Background: an optimization exercise with open tools, aiming at small area, a short achievable clock period and few clock cycles. Do not read the settings as production practice. The RTL was checked by simulation tests, not by an equivalence proof against the original design. Power is estimated from default activity; no workload was simulated.

[design/flow/design.v]
module dvb_voice (
    input  wire        clk,
    input  wire        rst,
    input  wire        cfg_we,
    input  wire [6:0]  cfg_addr,
    input  wire [7:0]  cfg_data,
    input  wire        cmd_valid,
    output wire        cmd_ready,
    input  wire [1:0]  cmd_op,
    input  wire [6:0]  cmd_note,
    input  wire [6:0]  cmd_vel,
    input  wire [15:0] cmd_count,
    output wire        out_valid,
    input  wire        out_ready,
    output wire [15:0] out_sample,
    output wire        active
);
    localparam [1:0] OP_NOTE_ON  = 2'd0;
    localparam [1:0] OP_NOTE_OFF = 2'd1;
    localparam [1:0] OP_RENDER   = 2'd2;
    localparam [2:0] ENV_OFF     = 3'd0;
    localparam [2:0] ENV_ATTACK  = 3'd1;
    localparam [2:0] ENV_DECAY   = 3'd2;
    localparam [2:0] ENV_SUSTAIN = 3'd3;
    localparam [2:0] ENV_RELEASE = 3'd4;
    localparam [2:0] ST_IDLE   = 3'd0;
    localparam [2:0] ST_FRAME  = 3'd1;
    localparam [2:0] ST_TICK   = 3'd2;
    localparam [2:0] ST_RECOMP = 3'd3;
    localparam [2:0] ST_OUT    = 3'd4;
    reg [1:0]  initial_wave;
    reg [7:0]  seq_speed;
    reg [4:0]  seq_length;
    reg [7:0]  attack_length;
    reg [6:0]  attack_level;
    reg [7:0]  decay_length;
    reg [6:0]  decay_level;
    reg [7:0]  sustain_length;
    reg [6:0]  sustain_level;
    reg [7:0]  release_length;
    reg [7:0]  vib_delay;
    reg [7:0]  vib_speed;
    reg [7:0]  vib_depth;
    reg [4:0]  arp_length;
    reg [31:0]  seq_waves;      
    reg [127:0] arp_offsets;    
    reg [15:0] sample_rate;
    function [1:0] clamp_wave(input [7:0] v);
        clamp_wave = (v > 8'd3) ? 2'd3 : v[1:0];
    endfunction
    function [6:0] clamp_level(input [7:0] v);
        clamp_level = (v > 8'd64) ? 7'd64 : v[6:0];
    endfunction
    function [4:0] clamp_len16(input [7:0] v);
        clamp_len16 = (v > 8'd16) ? 5'd16 : v[4:0];
    endfunction
    always @(posedge clk) begin
        if (rst) begin
            initial_wave   <= 2'd0;
            seq_speed      <= 8'd0;
            seq_length     <= 5'd0;
            attack_length  <= 8'd0;
            attack_level   <= 7'd0;
            decay_length   <= 8'd0;
            decay_level    <= 7'd0;
            sustain_length <= 8'd0;
            sustain_level  <= 7'd0;
            release_length <= 8'd0;
            vib_delay      <= 8'd0;
            vib_speed      <= 8'd0;
            vib_depth      <= 8'd0;
            arp_length     <= 5'd0;
            sample_rate    <= 16'd50;
            seq_waves      <= 32'd0;
            arp_offsets    <= 128'd0;
        end else if (cfg_we) begin
            case (cfg_addr)
                7'd1:  initial_wave   <= clamp_wave(cfg_data);
                7'd2:  seq_speed      <= cfg_data;
                7'd3:  seq_length     <= clamp_len16(cfg_data);
                7'd4:  attack_length  <= cfg_data;
                7'd5:  attack_level   <= clamp_level(cfg_data);
                7'd6:  decay_length   <= cfg_data;
                7'd7:  decay_level    <= clamp_level(cfg_data);
                7'd8:  sustain_length <= cfg_data;
                7'd9:  sustain_level  <= clamp_level(cfg_data);
                7'd10: release_length <= cfg_data;
                7'd11: vib_delay      <= cfg_data;
                7'd12: vib_speed      <= cfg_data;
                7'd13: vib_depth      <= cfg_data;
                7'd14: arp_length     <= clamp_len16(cfg_data);
                7'd96: sample_rate[7:0]  <= cfg_data;
                7'd97: sample_rate[15:8] <= cfg_data;
                default: begin
                    if (cfg_addr >= 7'd16 && cfg_addr < 7'd64 && ((cfg_addr - 7'd16) % 7'd3) == 7'd0)
                        seq_waves[2 * ((cfg_addr - 7'd16) / 7'd3) +: 2] <= clamp_wave(cfg_data);
                    if (cfg_addr >= 7'd64 && cfg_addr < 7'd80)
                        arp_offsets[8 * cfg_addr[3:0] +: 8] <= cfg_data;
                end
            endcase
        end
    end
    wire [6:0] decay_level_eff = (decay_level > attack_level) ? attack_level : decay_level;
    wire [15:0] rate_eff = (sample_rate < 16'd50) ? 16'd50 : sample_rate;
    wire [22:0] attack_step  = (attack_length == 8'd0) ? 23'd0 :
                               ({attack_level, 16'd0} / {15'd0, attack_length});
    wire [22:0] decay_step   = (decay_length == 8'd0) ? 23'd0 :
                               ({attack_level - decay_level_eff, 16'd0} / {15'd0, decay_length});
    wire [22:0] release_step = (release_length == 8'd0) ? 23'd0 :
                               ({sustain_level, 16'd0} / {15'd0, release_length});
    reg [2:0]  state;
    reg [15:0] frames_left;
    reg [15:0] tick_acc;
    reg [6:0]  base_note;
    reg [6:0]  velocity;
    reg [21:0] phase;           
    reg [21:0] phase_inc;
    reg [1:0]  active_wave;
    reg [3:0]  seq_step;
    reg [7:0]  seq_counter;
    reg [3:0]  arp_index;
    reg [5:0]  vib_phase;       
    reg [7:0]  vib_delay_left;
    reg [2:0]  env_state;
    reg [7:0]  env_ticks;
    reg [22:0] env_volume;      
    reg        recomp_to_idle;
    assign active = (env_state != ENV_OFF);
    wire [6:0]  len_active  = (active_wave == 2'd0) ? 7'd16 : (active_wave == 2'd3) ? 7'd64 : 7'd32;
    wire [21:0] mask_active = (active_wave == 2'd0) ? 22'h0fffff : (active_wave == 2'd3) ? 22'h3fffff : 22'h1fffff;
    reg signed [8:0] wave_rd;
    always @(*) begin
        wave_rd = 9'sd0;
        case (active_wave)
            2'd0: wave_rd = $signed({1'b0, phase[19:16], 4'd0}) - 9'sd128;
            2'd1: wave_rd = phase[20] ? -9'sd64 : 9'sd64;
            2'd2: case (phase[20:16])
                5'd0: wave_rd = -9'sd128;
                5'd1: wave_rd = -9'sd112;
                5'd2: wave_rd = -9'sd96;
                5'd3: wave_rd = -9'sd80;
                5'd4: wave_rd = -9'sd64;
                5'd5: wave_rd = -9'sd48;
                5'd6: wave_rd = -9'sd32;
                5'd7: wave_rd = -9'sd16;
                5'd8: wave_rd = 9'sd0;
                5'd9: wave_rd = 9'sd16;
                5'd10: wave_rd = 9'sd32;
                5'd11: wave_rd = 9'sd48;
                5'd12: wave_rd = 9'sd64;
                5'd13: wave_rd = 9'sd80;
                5'd14: wave_rd = 9'sd96;
                5'd15: wave_rd = 9'sd112;
                5'd16: wave_rd = 9'sd128;
                5'd17: wave_rd = 9'sd112;
                5'd18: wave_rd = 9'sd96;
                5'd19: wave_rd = 9'sd80;
                5'd20: wave_rd = 9'sd64;
                5'd21: wave_rd = 9'sd48;
                5'd22: wave_rd = 9'sd32;
                5'd23: wave_rd = 9'sd16;
                5'd24: wave_rd = 9'sd0;
                5'd25: wave_rd = -9'sd16;
                5'd26: wave_rd = -9'sd32;
                5'd27: wave_rd = -9'sd48;
                5'd28: wave_rd = -9'sd64;
                5'd29: wave_rd = -9'sd80;
                5'd30: wave_rd = -9'sd96;
                5'd31: wave_rd = -9'sd112;
                default: wave_rd = 9'sd0;
            endcase
            default: case (phase[21:16])
                6'd0: wave_rd = 9'sd0;
                6'd1: wave_rd = 9'sd12;
                6'd2: wave_rd = 9'sd25;
                6'd3: wave_rd = 9'sd37;
                6'd4: wave_rd = 9'sd49;
                6'd5: wave_rd = 9'sd60;
                6'd6: wave_rd = 9'sd71;
                6'd7: wave_rd = 9'sd81;
                6'd8: wave_rd = 9'sd90;
                6'd9: wave_rd = 9'sd98;
                6'd10: wave_rd = 9'sd106;
                6'd11: wave_rd = 9'sd112;
                6'd12: wave_rd = 9'sd117;
                6'd13: wave_rd = 9'sd122;
                6'd14: wave_rd = 9'sd125;
                6'd15: wave_rd = 9'sd126;
                6'd16: wave_rd = 9'sd127;
                6'd17: wave_rd = 9'sd126;
                6'd18: wave_rd = 9'sd125;
                6'd19: wave_rd = 9'sd122;
                6'd20: wave_rd = 9'sd117;
                6'd21: wave_rd = 9'sd112;
                6'd22: wave_rd = 9'sd106;
                6'd23: wave_rd = 9'sd98;
                6'd24: wave_rd = 9'sd90;
                6'd25: wave_rd = 9'sd81;
                6'd26: wave_rd = 9'sd71;
                6'd27: wave_rd = 9'sd60;
                6'd28: wave_rd = 9'sd49;
                6'd29: wave_rd = 9'sd37;
                6'd30: wave_rd = 9'sd25;
                6'd31: wave_rd = 9'sd12;
                6'd32: wave_rd = 9'sd0;
                6'd33: wave_rd = -9'sd12;
                6'd34: wave_rd = -9'sd25;
                6'd35: wave_rd = -9'sd37;
                6'd36: wave_rd = -9'sd49;
                6'd37: wave_rd = -9'sd60;
                6'd38: wave_rd = -9'sd71;
                6'd39: wave_rd = -9'sd81;
                6'd40: wave_rd = -9'sd90;
                6'd41: wave_rd = -9'sd98;
                6'd42: wave_rd = -9'sd106;
                6'd43: wave_rd = -9'sd112;
                6'd44: wave_rd = -9'sd117;
                6'd45: wave_rd = -9'sd122;
                6'd46: wave_rd = -9'sd125;
                6'd47: wave_rd = -9'sd126;
                6'd48: wave_rd = -9'sd127;
                6'd49: wave_rd = -9'sd126;
                6'd50: wave_rd = -9'sd125;
                6'd51: wave_rd = -9'sd122;
                6'd52: wave_rd = -9'sd117;
                6'd53: wave_rd = -9'sd112;
                6'd54: wave_rd = -9'sd106;
                6'd55: wave_rd = -9'sd98;
                6'd56: wave_rd = -9'sd90;
                6'd57: wave_rd = -9'sd81;
                6'd58: wave_rd = -9'sd71;
                6'd59: wave_rd = -9'sd60;
                6'd60: wave_rd = -9'sd49;
                6'd61: wave_rd = -9'sd37;
                6'd62: wave_rd = -9'sd25;
                6'd63: wave_rd = -9'sd12;
                default: wave_rd = 9'sd0;
            endcase
        endcase
    end
    reg signed [15:0] vib_sin_rd;
    always @(*) begin
        case (vib_phase)
            6'd0: vib_sin_rd = 16'sd0;
            6'd1: vib_sin_rd = 16'sd1606;
            6'd2: vib_sin_rd = 16'sd3196;
            6'd3: vib_sin_rd = 16'sd4756;
            6'd4: vib_sin_rd = 16'sd6270;
            6'd5: vib_sin_rd = 16'sd7723;
            6'd6: vib_sin_rd = 16'sd9102;
            6'd7: vib_sin_rd = 16'sd10394;
            6'd8: vib_sin_rd = 16'sd11585;
            6'd9: vib_sin_rd = 16'sd12665;
            6'd10: vib_sin_rd = 16'sd13623;
            6'd11: vib_sin_rd = 16'sd14449;
            6'd12: vib_sin_rd = 16'sd15137;
            6'd13: vib_sin_rd = 16'sd15679;
            6'd14: vib_sin_rd = 16'sd16069;
            6'd15: vib_sin_rd = 16'sd16305;
            6'd16: vib_sin_rd = 16'sd16384;
            6'd17: vib_sin_rd = 16'sd16305;
            6'd18: vib_sin_rd = 16'sd16069;
            6'd19: vib_sin_rd = 16'sd15679;
            6'd20: vib_sin_rd = 16'sd15137;
            6'd21: vib_sin_rd = 16'sd14449;
            6'd22: vib_sin_rd = 16'sd13623;
            6'd23: vib_sin_rd = 16'sd12665;
            6'd24: vib_sin_rd = 16'sd11585;
            6'd25: vib_sin_rd = 16'sd10394;
            6'd26: vib_sin_rd = 16'sd9102;
            6'd27: vib_sin_rd = 16'sd7723;
            6'd28: vib_sin_rd = 16'sd6270;
            6'd29: vib_sin_rd = 16'sd4756;
            6'd30: vib_sin_rd = 16'sd3196;
            6'd31: vib_sin_rd = 16'sd1606;
            6'd32: vib_sin_rd = 16'sd0;
            6'd33: vib_sin_rd = -16'sd1606;
            6'd34: vib_sin_rd = -16'sd3196;
            6'd35: vib_sin_rd = -16'sd4756;
            6'd36: vib_sin_rd = -16'sd6270;
            6'd37: vib_sin_rd = -16'sd7723;
            6'd38: vib_sin_rd = -16'sd9102;
            6'd39: vib_sin_rd = -16'sd10394;
            6'd40: vib_sin_rd = -16'sd11585;
            6'd41: vib_sin_rd = -16'sd12665;
            6'd42: vib_sin_rd = -16'sd13623;
            6'd43: vib_sin_rd = -16'sd14449;
            6'd44: vib_sin_rd = -16'sd15137;
            6'd45: vib_sin_rd = -16'sd15679;
            6'd46: vib_sin_rd = -16'sd16069;
            6'd47: vib_sin_rd = -16'sd16305;
            6'd48: vib_sin_rd = -16'sd16384;
            6'd49: vib_sin_rd = -16'sd16305;
            6'd50: vib_sin_rd = -16'sd16069;
            6'd51: vib_sin_rd = -16'sd15679;
            6'd52: vib_sin_rd = -16'sd15137;
            6'd53: vib_sin_rd = -16'sd14449;
            6'd54: vib_sin_rd = -16'sd13623;
            6'd55: vib_sin_rd = -16'sd12665;
            6'd56: vib_sin_rd = -16'sd11585;
            6'd57: vib_sin_rd = -16'sd10394;
            6'd58: vib_sin_rd = -16'sd9102;
            6'd59: vib_sin_rd = -16'sd7723;
            6'd60: vib_sin_rd = -16'sd6270;
            6'd61: vib_sin_rd = -16'sd4756;
            6'd62: vib_sin_rd = -16'sd3196;
            6'd63: vib_sin_rd = -16'sd1606;
            default: vib_sin_rd = 16'sd0;
        endcase
    end
    wire [3:0] semi_sel;
    reg [16:0] semi_rd;
    always @(*) begin
        case (semi_sel)
            4'd0: semi_rd = 17'd65536;
            4'd1: semi_rd = 17'd69433;
            4'd2: semi_rd = 17'd73562;
            4'd3: semi_rd = 17'd77936;
            4'd4: semi_rd = 17'd82570;
            4'd5: semi_rd = 17'd87480;
            4'd6: semi_rd = 17'd92682;
            4'd7: semi_rd = 17'd98193;
            4'd8: semi_rd = 17'd104032;
            4'd9: semi_rd = 17'd110218;
            4'd10: semi_rd = 17'd116772;
            4'd11: semi_rd = 17'd123715;
            default: semi_rd = 17'd65536;
        endcase
    end
    wire [7:0]         arp_entry  = arp_offsets[8 * arp_index +: 8];
    wire signed [9:0]  arp_offset = (arp_length != 5'd0) ? $signed({{2{arp_entry[7]}}, arp_entry}) : 10'sd0;
    wire signed [9:0]  note_eff   = $signed({3'b000, base_note}) + arp_offset;
    wire signed [24:0] vib_prod   = vib_sin_rd * $signed({1'b0, vib_depth});
    wire signed [24:0] vib_q8     = vib_prod >>> 6;                  
    wire signed [24:0] pitch_raw  = ($signed({{15{note_eff[9]}}, note_eff}) - 25'sd9) * 25'sd256 + vib_q8;
    wire signed [24:0] pitch_cl   = (pitch_raw < -25'sd12288) ? -25'sd12288 :
                                    (pitch_raw >  25'sd36863) ?  25'sd36863 : pitch_raw;
    wire [15:0]        pitch_u    = pitch_cl[15:0] + 16'd12288;       
    wire [15:0]        pitch_oct  = pitch_u / 16'd3072;
    wire [15:0]        pitch_mod  = pitch_u % 16'd3072;
    wire [3:0]         octave     = pitch_oct[3:0];
    wire [11:0]        pitch_rem  = pitch_mod[11:0];
    wire [3:0]         semitone   = pitch_rem[11:8];
    assign semi_sel = semitone;
    wire [7:0]         pitch_frac = pitch_rem[7:0];
    wire [19:0]        fine_prod  = {12'd0, pitch_frac} * 20'd3897;
    wire [16:0]        fine_ratio = 17'd65536 + {5'd0, fine_prod[19:8]};
    wire [33:0]        ratio_prod = semi_rd * fine_ratio;
    wire [16:0]        ratio      = ratio_prod[32:16];
    wire [44:0]        inc_num    = ({28'd0, ratio} * 45'd55 * len_active) << octave;
    wire [21:0]        inc_den    = {rate_eff, 6'd0};
    wire [44:0]        inc_quot   = inc_num / {23'd0, inc_den};
    wire signed [8:0]  wave_now  = wave_rd;
    wire signed [40:0] scaled    = wave_now * $signed({1'b0, env_volume}) * $signed({1'b0, velocity});
    wire signed [40:0] scaled_q  = scaled / 41'sd4161536;            
    assign out_sample = (state == ST_OUT && active) ? scaled_q[15:0] : 16'd0;
    assign out_valid  = (state == ST_OUT);
    assign cmd_ready  = (state == ST_IDLE);
    reg [2:0]  env_state_n;
    reg [7:0]  env_ticks_n;
    reg [22:0] env_volume_n;
    reg [8:0]  ticks_inc;
    reg [23:0] vol_add;
    reg signed [24:0] vol_sub;
    always @(*) begin
        env_state_n  = env_state;
        env_ticks_n  = env_ticks;
        env_volume_n = env_volume;
        ticks_inc    = {1'b0, env_ticks} + 9'd1;
        vol_add      = {1'b0, env_volume} + {1'b0, attack_step};
        vol_sub      = 25'sd0;
        case (env_state)
            ENV_ATTACK: begin
                env_ticks_n  = ticks_inc[7:0];
                env_volume_n = vol_add[22:0];
                if (vol_add >= {1'b0, attack_level, 16'd0} || ticks_inc >= {1'b0, attack_length}) begin
                    env_volume_n = {attack_level, 16'd0};
                    env_ticks_n  = 8'd0;
                    if (decay_length == 8'd0) begin
                        env_state_n  = ENV_SUSTAIN;
                        env_volume_n = {sustain_level, 16'd0};
                    end else begin
                        env_state_n  = ENV_DECAY;
                    end
                end
            end
            ENV_DECAY: begin
                env_ticks_n  = ticks_inc[7:0];
                vol_sub      = $signed({2'b00, env_volume}) - $signed({2'b00, decay_step});
                env_volume_n = vol_sub[22:0];
                if (vol_sub <= $signed({2'b00, decay_level_eff, 16'd0}) || ticks_inc >= {1'b0, decay_length}) begin
                    env_ticks_n  = 8'd0;
                    env_state_n  = ENV_SUSTAIN;
                    env_volume_n = {sustain_level, 16'd0};
                end
            end
            ENV_SUSTAIN: begin
                env_volume_n = {sustain_level, 16'd0};
                if (sustain_length != 8'd0) begin
                    env_ticks_n = ticks_inc[7:0];
                    if (ticks_inc >= {1'b0, sustain_length}) begin
                        env_ticks_n = 8'd0;
                        if (release_length == 8'd0) begin
                            env_state_n  = ENV_OFF;
                            env_volume_n = 23'd0;
                        end else begin
                            env_state_n  = ENV_RELEASE;
                        end
                    end
                end
            end
            ENV_RELEASE: begin
                env_ticks_n  = ticks_inc[7:0];
                vol_sub      = $signed({2'b00, env_volume}) - $signed({2'b00, release_step});
                env_volume_n = vol_sub[22:0];
                if (vol_sub <= 25'sd0 || ticks_inc >= {1'b0, release_length}) begin
                    env_state_n  = ENV_OFF;
                    env_volume_n = 23'd0;
                end
            end
            default: ;
        endcase
        if (env_state_n != ENV_OFF && env_volume_n > {7'd64, 16'd0})
            env_volume_n = {7'd64, 16'd0};
    end
    wire [16:0] tick_sum  = {1'b0, tick_acc} + 17'd50;
    wire        tick_due  = (tick_sum >= {1'b0, rate_eff});
    wire [16:0] tick_next = tick_due ? (tick_sum - {1'b0, rate_eff}) : tick_sum;
    wire [1:0]  seq_new_wave = seq_waves[2 * seq_step +: 2];
    wire [21:0] mask_seq    = (seq_new_wave == 2'd0) ? 22'h0fffff : (seq_new_wave == 2'd3) ? 22'h3fffff : 22'h1fffff;
    wire [4:0]  seq_step_inc = {1'b0, seq_step} + 5'd1;
    always @(posedge clk) begin
        if (rst) begin
            state          <= ST_IDLE;
            frames_left    <= 16'd0;
            tick_acc       <= 16'd0;
            base_note      <= 7'd0;
            velocity       <= 7'd0;
            phase          <= 22'd0;
            phase_inc      <= 22'd0;
            active_wave    <= 2'd0;
            seq_step       <= 4'd0;
            seq_counter    <= 8'd0;
            arp_index      <= 4'd0;
            vib_phase      <= 6'd0;
            vib_delay_left <= 8'd0;
            env_state      <= ENV_OFF;
            env_ticks      <= 8'd0;
            env_volume     <= 23'd0;
            recomp_to_idle <= 1'b0;
        end else begin
            case (state)
                ST_IDLE: begin
                    if (cmd_valid) begin
                        case (cmd_op)
                            OP_NOTE_ON: begin
                                base_note      <= cmd_note;
                                velocity       <= cmd_vel;
                                phase          <= 22'd0;
                                seq_step       <= 4'd0;
                                seq_counter    <= 8'd0;
                                active_wave    <= initial_wave;
                                arp_index      <= 4'd0;
                                vib_phase      <= 6'd0;
                                vib_delay_left <= vib_delay;
                                env_ticks      <= 8'd0;
                                if (attack_length != 8'd0) begin
                                    env_state  <= ENV_ATTACK;
                                    env_volume <= 23'd0;
                                end else if (decay_length != 8'd0) begin
                                    env_state  <= ENV_DECAY;
                                    env_volume <= {attack_level, 16'd0};
                                end else begin
                                    env_state  <= ENV_SUSTAIN;
                                    env_volume <= {sustain_level, 16'd0};
                                end
                                recomp_to_idle <= 1'b1;
                                state          <= ST_RECOMP;
                            end
                            OP_NOTE_OFF: begin
                                if (env_state == ENV_ATTACK || env_state == ENV_DECAY ||
                                    env_state == ENV_SUSTAIN) begin
                                    env_ticks <= 8'd0;
                                    if (release_length == 8'd0) begin
                                        env_state  <= ENV_OFF;
                                        env_volume <= 23'd0;
                                    end else begin
                                        env_state  <= ENV_RELEASE;
                                    end
                                end
                            end
                            OP_RENDER: begin
                                if (cmd_count != 16'd0) begin
                                    frames_left <= cmd_count;
                                    state       <= ST_FRAME;
                                end
                            end
                            default: ;
                        endcase
                    end
                end
                ST_FRAME: begin
                    if (!active) begin
                        state <= ST_OUT;
                    end else begin
                        tick_acc <= tick_next[15:0];
                        state    <= tick_due ? ST_TICK : ST_OUT;
                    end
                end
                ST_TICK: begin
                    env_state  <= env_state_n;
                    env_ticks  <= env_ticks_n;
                    env_volume <= env_volume_n;
                    if (env_state_n == ENV_OFF) begin
                        state <= ST_OUT;
                    end else begin
                        if (vib_delay_left != 8'd0)
                            vib_delay_left <= vib_delay_left - 8'd1;
                        else
                            vib_phase <= vib_phase + vib_speed[5:0];
                        if (arp_length != 5'd0)
                            arp_index <= (({1'b0, arp_index} + 5'd1) >= arp_length) ? 4'd0 : (arp_index + 4'd1);
                        if (seq_length != 5'd0 && seq_speed != 8'd0) begin
                            if (({1'b0, seq_counter} + 9'd1) >= {1'b0, seq_speed}) begin
                                seq_counter <= 8'd0;
                                active_wave <= seq_new_wave;
                                seq_step    <= (seq_step_inc >= seq_length) ? 4'd0 : seq_step_inc[3:0];
                                phase       <= phase & mask_seq;
                            end else begin
                                seq_counter <= seq_counter + 8'd1;
                            end
                        end
                        recomp_to_idle <= 1'b0;
                        state          <= ST_RECOMP;
                    end
                end
                ST_RECOMP: begin
                    phase_inc <= inc_quot[21:0];
                    state     <= recomp_to_idle ? ST_IDLE : ST_OUT;
                end
                ST_OUT: begin
                    if (out_ready) begin
                        if (active)
                            phase <= (phase + phase_inc) & mask_active;
                        frames_left <= frames_left - 16'd1;
                        state       <= (frames_left == 16'd1) ? ST_IDLE : ST_FRAME;
                    end
                end
                default: state <= ST_IDLE;
            endcase
        end
    end
endmodule
[design/flow/run.sh]
#!/bin/bash
# synth_recipe.tcl (not shown) runs the flow's synth.tcl, then flattens the netlist and writes it again
# the make line also repeats each setting of config.mk as NAME=value (left out here)
make -C /OpenROAD-flow-scripts/flow DESIGN_CONFIG=/design/flow/config.mk WORK_HOME=/design/flow/orfs CLKGATE_MAP_FILE= SYNTH_SCRIPT=/design/flow/synth_recipe.tcl finish
[design/flow/config.mk]
export PLATFORM = sky130hd
export DESIGN_NAME = dvb_voice
export DESIGN_NICKNAME = dvb_voice
export VERILOG_FILES = /design/flow/design.v
export SDC_FILE = /design/flow/constraint.sdc
export NUM_CORES = 4
export LEC_CHECK = 0
export ABC_CLOCK_PERIOD_IN_PS = 100000
export CAP_MARGIN = 20
export CORE_MARGIN = 2
export CORE_UTILIZATION = 40
export PLACE_DENSITY = 0.6
export SLEW_MARGIN = 20
[design/flow/constraint.sdc]
create_clock -name core_clock -period 180.0 [get_ports {clk}]
set_input_delay 36.0000 -clock core_clock [delete_from_list [all_inputs] [get_ports {clk}]]
set_output_delay 36.0000 -clock core_clock [all_outputs]
set_load 0.01 [all_outputs]
==> flow_metrics.py <==
metrics = {
    "sta": {
        "setup_tns_ns": 0,
        "slew_headroom_pct": 23.1,
        "worst_pin_slew_ns": 1.14,
        "max_freq_mhz": 6.14,
        "drv_slew": 0,
        "finalHoldViolations": 0,
        "setup_viol": 0,
        "final.setup_skew_ns": 0.155,
        "grt_setup_unrepaired": "no",
        "fin_crit_ns": 162.88,
        "min_period_over_period_pct": 90.5,
    },
    "routing": {
        "wl_um": 388000,
        "drc": 0,
        "drt_pass1_iterations": 6,
        "drt-vias-per-instance": 5.76,
        "wl_per_cell_um": 18.5,
        "drt_iter0_drc": 8854,
        "postRouteAntennaNets": 0,
        "route.vias.total": 121000,
    },
    "clock_tree": {
        "cts_tree": "done",
        "cts_resized": 0,
        "cts.sinks": 460,
        "post_cts_buffers": 0,
        "cts_buffer_depth": 3,
        "insertion_delay_ns": 0.84,
        "ctsHtreeMaxLevel": 2,
        "path_clk_slew_ns": 0.10,
        "numCtsBuffers": 60,
        "ctsHoldBuffers": 0,
        "cts-root-buf": "clkbuf_16",
    },
    "pwr": {
        "pwr-share-comb_pct": 100.0,
        "pwr-share-seq_pct": 0,
        "p_int_mw": 260,
        "power.switching_mw": 353,
        "p_per_area_mw_per_mm2": 4590,
        "clk-power_mw": 0.134,
        "power_leakage_nw": 57.2,
        "p_seq_mw": 0.114,
        "swShare_pct": 57.5,
        "power_leader": "combinational logic",
        "pg_comb_mw": 613,
        "power.share.clock_pct": 0,
        "ir_drop_v": 0.00645,
        "power_mw": 613,
    },
    "min_path": {
        "hold_start": "vib_delay[4]$_SDFFE_PP0P_",
        "min_path_type": "register to register",
        "hold_end": "vib_delay[4]$_SDFFE_PP0P_",
        "holdPathStages": 2,
    },
    "yosys": {
        "yosys_warnings": 1,
        "synth_top_area_cell": "ha_1",
        "netlist_area_mm2": 0.126,
        "ys_ff_latch": 460,
        "async_flop_share_pct": 0,
        "synth_most_common_cell": "nor2_1",
        "ys_types": 147,
        "synth_commonest_cells": "nor2_1, ha_1, nand2_1, inv_1, a21oi_1",
        "synthFlopType": "dfxtp_1",
        "synthCells": 17000,
        "synth_edf_count": 0,
        "avgSynthCellArea_um2": 7.43,
        "yosysSeqAreaShare_pct": 7.31,
        "synth_top_area_share_pct": 16.7,
        "synth.area.top_cells": "ha_1, fa_1, dfxtp_1, nor2_1, nand2_1",
    },
    "critical_path": {
        "critical_path.endpoint": "phase_inc[0]$_SDFFE_PP0P_",
        "critPathKind": "register to register",
        "worstRegToRegCells": 723,
        "critical_path_buf_inv_count": 36,
        "crit_top_cell": "o21a_1",
        "cp-start-kind": "register",
        "cp_top_family": "compound AO/OA/AOI/OAI gates",
        "cp-end-kind": "register",
        "r2r-start": "vib_depth[2]$_SDFFE_PP0P_",
        "cp.required_ns": 180.70,
        "worst-r2r-setup-slack_ns": 17.12,
        "crit_cells": 723,
        "cp_slowest_cell": "a211oi_1",
        "cp.arrival_ns": 163.58,
        "crit_fanout": 38,
        "slowest_delay_ns": 0.81,
        "startpoint": "vib_depth[2]$_SDFFE_PP0P_",
        "reg2reg_to": "phase_inc[0]$_SDFFE_PP0P_",
    },
    "floorplan": {
        "start_util_pct": 40.1,
        "fp.coreArea_mm2": 0.314,
        "die_x_um": 565,
        "dieArea_mm2": 0.320,
        "pin_count": 71,
        "rows": 206,
        "fp.dieH_um": 565,
    },
    "grt": {
        "grt_max_degree": 94,
        "grt_usage_pct": 23.6,
        "grt_pass1_vias": 113000,
        "antenna_found_initial": 3,
        "grt_first_pass_wirelength_um": 621000,
        "grt_overflow": 0,
    },
    "place": {
        "place_hpwl_um": 306000,
        "place_inst": 20800,
        "place_congestion": 0.943,
        "io_buffers": 70,
    },
    "final_layout": {
        "fill_cells": 32600,
        "drive_above_1_share_pct": 5.96,
        "instances_no_fill": 20900,
        "final_util_pct": 42.5,
        "multi_input_area_mm2": 0.110,
        "register_area_mm2": 0.00921,
        "fin_nets": 19100,
        "syn_to_final_growth_pct": 5.91,
    },
    "status": {
        "status": "timing/DRC/antenna clean",
    },
    "job": {
        "maxCapViolations": 0,
    },
}
state kept, by name, summed over array words and instances, names as in the netlist, 8 cells and up, named ones only:
signal	count
frames_left	16
seq_waves	32
seq_speed	8
tick_acc	16
attack_length	8
sustain_length	8
arp_offsets	128
seq_counter	8
phase	22
sample_rate	16
vib_depth	8
decay_length	8
env_ticks	8
phase_inc	22
release_length	8
vib_delay_left	8
env_volume	23
vib_sin_rd	16
vib_delay	8
layout make-up:
| type | instances | share of cell area, % |
|---|---|---|
| diodes | 4 | 0.00750 |
| multi-input cells | 14600 | 82.2 |
| flip-flops and latches | 460 | 6.90 |
| inverters | 1302 | 3.66 |
| clock inverters | 31 | 0.291 |
| clock buffers | 81 | 1.29 |
| well taps | 4160 | 3.90 |
| repair buffers | 291 | 1.74 |
cell families after synthesis:
logic type / Yosys count / synth area share (%)
muxes: 532 / 4.96
and+or+nand+nor: 6305 / 24.5
buffers and inverters: 1923 / 5.89
other: 1 / 0.00297
adders and majority gates: 2365 / 27.4
xor gates and xnor gates: 871 / 6.06
DFF: 460 / 7.31
AOI/OAI and AO/OA: 4507 / 23.9
stage by stage:
stage               setup WS [ns]  hold WS (ns)  instance area (um2)
floorplan                   29.00         0.436               126000
global placement            23.41         0.444               131000
finish                      17.12         0.455               133000
global route                 3.41         0.484               133000
CTS                         19.29         0.456               133000
detailed placement          19.83         0.447               131000
routing by layer:
| layer | track usage, % | wire length (um) | part of all wire, % |
|---|---|---|---|
| met2 | 39.1 | 175000 | 45 |
| met3 | 2.22 | 18700 | 4.8 |
| met5 | 0 | 13 | 0.0034 |
| met4 | 7.43 | 14000 | 3.6 |
| met1 | 32.1 | 180000 | 46 |
cell usage in the layout, fill, tap and decap left out, types with 61 or more instances in the layout:
cell and n:
dfxtp_1 459, clkdlybuf4s50_1 61, mux2i_1 240, and2_1 430, or2_2 164, nor2b_1 202
a21boi_0 66, and3_1 134, fa_1 670, o31ai_1 234, a22oi_1 142, o211ai_1 117
xor2_1 319, nand2_1 1534, o21bai_1 130, a21o_1 411, o21a_1 664, nor2_1 1692
nand3_1 357, o21ai_0 740, a21oi_1 1056, nand2b_1 259, nand4_1 129, a31oi_1 125
nor4_1 95, buf_4 221, mux2_2 227, or3_1 150, xnor2_1 547, ha_1 1684
a211oi_1 154, nor3_1 766, inv_1 1283
Testbench counts, summed over its fixed seeds: cycles 1,258,416.

-- afterwards: timing with drivers on the ports --
The results above use ideal ports. As a check the final layout listed here was re-extracted and re-timed, cells and wires unchanged.
Step 1 (the two cells are an assumption about what drives the block):
set clk [get_ports {clk}]
set_driving_cell -lib_cell sky130_fd_sc_hd__clkbuf_16 $clk
set_driving_cell -lib_cell sky130_fd_sc_hd__buf_2 [delete_from_list [all_inputs] $clk]
Step 2 adds t to the input delays and takes it off the output delays; t is the mean of the earliest and latest rising clock arrival at the registers after step 1. Input paths then give back, and output paths get back, about the clock's delay inside the block.
a / b / c = ideal / step 1 / step 2; a / b = the first two.
t (ns): 0.846
setup slack, ns: 17.119 / 17.119 / 17.119
worst setup path at the end: register to register
After both steps this run still meets setup and hold. For this run, drivers alone change the setup slack by 0.000 ns; drivers and shift together by 0.000 ns.
